This design comes from an exercise in tuning for small area, a short achievable clock period and few clock cycles on the open sky130 flow, not from production work. The RTL was checked by simulation tests, not by an equivalence proof against the original design. No activity file was given, so power comes from the tool's default toggle rates.

Design ofdm_bit_core, start of the top module:
module ofdm_bit_core (
    input  wire         clk,
    input  wire         rst,           
    input  wire         req_valid,
    output wire         req_ready,
    input  wire [15:0]  req_cmd,
    output reg          rsp_valid,
    output reg  [2:0]   rsp_status,
    output reg  [8:0]   rsp_len,       
    output wire [287:0] rsp_dout
);
clock: 16.0 ns
lec_check: 0
cap_margin: 20
core_area: 2.3 2.72 167.68 167.68
cts_cluster_diameter: 100
cts_cluster_size: 25
die_area: 0 0 170.0 170.0
place_density: 0.8
slew_margin: 20
synth_memory_max_bits: 16384
standard.sh (not shown) runs the stock make flow with config.mk's settings and CLKGATE_MAP_FILE= SYNTH_SCRIPT=/design/flow/synth_recipe.tcl, a recipe that flattens the netlist after the stock synthesis.
==> flow/flow/run.sh <==
#!/bin/bash
# The standard layout, with the port buffers made from the smallest buffer
# cell instead of the flow's default choice (repair may still upsize them),
# and the clock tree allowed to use clkbuf_8 as well as clkbuf_16.
set -euo pipefail
export BUFFER_PORTS_ARGS="-buffer_cell sky130_fd_sc_hd__buf_1"
export CTS_ARGS="-sink_clustering_enable -repair_clock_nets -sink_clustering_size 25 -sink_clustering_max_diameter 100 -buf_list {sky130_fd_sc_hd__clkbuf_8 sky130_fd_sc_hd__clkbuf_16}"
bash standard.sh > standard_flow.log 2>&1
Testbench counts at the start, summed over its fixed seeds: cycles 35,835.
Change:
==> flow/flow/run.sh (replaced) <==
#!/bin/bash
# The standard layout, with the port buffers made from the smallest buffer
# cell instead of the flow's default choice; repair may still upsize them.
set -euo pipefail
export BUFFER_PORTS_ARGS="-buffer_cell sky130_fd_sc_hd__buf_1"
bash standard.sh > standard_flow.log 2>&1
CTS_CLUSTER_DIAMETER = 50   (was 100)
CTS_CLUSTER_SIZE = 45   (was 25)
- first-iteration DRC count falls by 1.0%
- die area is unchanged
- global-route usage rises by 0.79 points
- combinational power stays flat
- utilization rises by 2.4 points
- maximum frequency rises by 0.43%
- hold slack gets worse by 0.0031 ns
Change:
CTS_CLUSTER_DIAMETER = 100   (was 50)
CTS_CLUSTER_SIZE = 25   (was 45)
Outcome:
- utilization fell by 2.4 points
- wire length shrinks by a few percent
- cell area drops by a few percent
- setup slack loses 0.023 ns
- worst hold slack improves by 0.0037 ns
Change:
CTS_CLUSTER_DIAMETER = 80   (was 100)
CTS_CLUSTER_SIZE = 30   (was 25)
Result: Die area stays the same; final area is about the same; worst hold slack hardly moves; sequential cell count stays the same; final cell count stays flat; critical path depth stays the same; clock skew rose by 0.0065 ns.


== run C ==
Another version of the RTL of ofdm_bit_core (not shown whole).
Size in the first run: ~1700 cells after synthesis, ~0.019 mm2 of cells after synthesis.
## ofdm_bit_core
module ofdm_bit_core (
    input  wire         clk,
    input  wire         rst,           
    input  wire         req_valid,
    output wire         req_ready,
    input  wire [15:0]  req_cmd,
    output reg          rsp_valid,
    output reg  [2:0]   rsp_status,
    output reg  [8:0]   rsp_len,       
    output wire [287:0] rsp_dout
);
    localparam [2:0] ST_OK        = 3'd0;
    localparam [2:0] ST_BADRATE   = 3'd1;
    localparam [2:0] ST_MALFORMED = 3'd3;
    localparam [2:0] ST_ILLEGAL   = 3'd4;
    assign req_ready = 1'b1;
    reg        cv;
    reg [15:0] cw;
    always @(posedge clk) begin
        cv <= req_valid & ~rst;
        cw <= req_cmd;
    end
    wire [3:0] unit = cw[15:12];
    wire [3:0] op   = cw[11:8];
    wire [7:0] imm  = cw[7:0];
    wire scr_seed = (unit == 4'd1) && (op == 4'd0) && (imm[7] == 1'b0);
    wire scr_bit  = (unit == 4'd1) && (op == 4'd1) && (imm[7:1] == 7'd0);
    wire scr_gen  = (unit == 4'd1) && (op == 4'd2) && (imm == 8'd0);
    wire enc_clr  = (unit == 4'd2) && (op == 4'd0) && (imm == 8'd0);
    wire enc_bit  = (unit == 4'd2) && (op == 4'd1) && (imm[7:1] == 7'd0);
    wire pun_strt = (unit == 4'd3) && (op == 4'd0) && (imm[7:2] == 6'd0);
    wire pun_bit  = (unit == 4'd3) && (op == 4'd1) && (imm[7:1] == 7'd0);
    wire ilv_cfg  = (unit == 4'd4) && (op == 4'd0) && (imm[7:2] == 6'd0);
    wire ilv_bit  = (unit == 4'd4) && (op == 4'd1) && (imm[7:1] == 7'd0);
    wire ilv_end  = (unit == 4'd4) && (op == 4'd2) && (imm == 8'd0);
    wire map_cfg  = (unit == 4'd5) && (op == 4'd0) && (imm[7:2] == 6'd0);
    wire map_bit  = (unit == 4'd5) && (op == 4'd1) && (imm[7:1] == 7'd0);
    wire map_end  = (unit == 4'd5) && (op == 4'd2) && (imm == 8'd0);
    wire crc_init = (unit == 4'd9) && (op == 4'd0) && (imm == 8'd0);
    wire crc_byte = (unit == 4'd9) && (op == 4'd1);
    wire crc_fin  = (unit == 4'd9) && (op == 4'd2) && (imm == 8'd0);
    wire legal = scr_seed | scr_bit | scr_gen | enc_clr | enc_bit | pun_strt | pun_bit |
                 ilv_cfg | ilv_bit | ilv_end | map_cfg | map_bit | map_end |
                 crc_init | crc_byte | crc_fin;
    wire        fire = cv;
    wire        pun_rate_ok = (imm[1:0] != 2'd3);
    wire        ilv_idle;
    wire        map_idle;
    wire        scr_out;
    wire [1:0]  enc_out;
    wire        pun_keep;
    wire        ilv_emit;
  ...
==> flow/config.mk <==
export PLATFORM = sky130hd
export DESIGN_NAME = ofdm_bit_core
export DESIGN_NICKNAME = ofdm_bit_core
export VERILOG_FILES = /design/flow/design.v
export SDC_FILE = /design/flow/constraint.sdc
export NUM_CORES = 4
export LEC_CHECK = 0
export CAP_MARGIN = 20
export CORE_AREA = 2.3 2.72 223.56 223.04
export CTS_CLUSTER_DIAMETER = 100
export CTS_CLUSTER_SIZE = 25
export DIE_AREA = 0 0 226.01 226.01
export PLACE_DENSITY = 0.6
export SLEW_MARGIN = 20
export SYNTH_MEMORY_MAX_BITS = 16384
==> flow/constraint.sdc <==
create_clock -name core_clock -period 16.0 [get_ports {clk}]
set_input_delay 3.2000 -clock core_clock [delete_from_list [all_inputs] [get_ports {clk}]]
set_output_delay 3.2000 -clock core_clock [all_outputs]
set_load 0.01 [all_outputs]
==> flow/flow/run.sh <==
#!/bin/bash
# The standard layout, with the port buffers made from the smallest buffer
# cell instead of the flow's default choice; repair may still upsize them.
set -euo pipefail
export BUFFER_PORTS_ARGS="-buffer_cell sky130_fd_sc_hd__buf_1"
bash standard.sh > standard_flow.log 2>&1
The final layout from run C, which completed every stage, passed the timing, design-rule and antenna checks at the end of the flow.
Testbench counts of run C, summed over its fixed seeds: cycles 35,835.
Inputs modified between run C and run B:
- PLACE_DENSITY changed from 0.6 to 0.7
- CORE_AREA changed from 2.3 2.72 223.56 223.04 to 2.3 2.72 187.68 187.68
- DIE_AREA changed from 0 0 226.01 226.01 to 0 0 190.0 190.0
--- outcome ---
- In the metrics for run B and run C, the one carrying the lower non-clock buffer count is run B.
- Summary: with run C as the reference, power spent charging and discharging nets in run B moved down by a few percent.
- Across both runs, clock network fraction of design power was lower for run B than for run C.
- As far as final-layout clock-cell area share is concerned, run B and run C perform about the same.
- Run B: largest net degree at the start of global routing 27% above run C
- Compare run B and run C | signed area change from the synthesized netlist to the final layout lower: run B
- From run B to run C, number of nets in the synthesized netlist did not move at all.
- Initial core utilization, run B and run C, higher one = run B.

[re-timing with driven ports]
How much do the figures lean on ideal ports? The routed layouts below were timed once more, with nothing changed but the port constraints. Step 1: set_driving_cell puts a clkbuf_16 on clk and a buf_2 on each other input, an assumption about the parent block. Step 2 adds t to the input delays and takes it off the output delays; t is the mean of the earliest and latest rising clock arrival at the registers after step 1. Input paths then give back, and output paths get back, about the clock's delay inside the block. Slacks: no drivers / after step 1 / after step 2; pairs: no drivers / after step 1.
run | t, ns | setup WS [ns] | worst hold slack (ns) | clock arrival spread, ns | cell pins on the clock port's net
the first run of note 1 | 0.580 | 11.671 / 11.621 / 11.510 | 0.449 / 0.449 / 0.449 | 0.022 / 0.022 | 1
the second run of note 1 | 0.575 | 11.689 / 11.638 / 11.505 | 0.446 / 0.446 / 0.446 | 0.021 / 0.021 | 1
the third run of note 1 | 0.581 | 11.666 / 11.616 / 11.513 | 0.450 / 0.450 / 0.450 | 0.025 / 0.025 | 1
the fourth run of note 1 | 0.585 | 11.671 / 11.620 / 11.529 | 0.452 / 0.452 / 0.452 | 0.031 / 0.031 | 1
run C | 0.617 | 11.658 / 11.605 / 11.282 | 0.483 / 0.483 / 0.483 | 0.025 / 0.026 | 1
run B | 0.587 | 11.695 / 11.640 / 11.335 | 0.483 / 0.483 / 0.483 | 0.022 / 0.022 | 1
After both steps every run listed still meets setup and hold. The setup slack of run C, which loses most, moves by -0.053 ns with the drivers and by -0.376 ns with both steps.
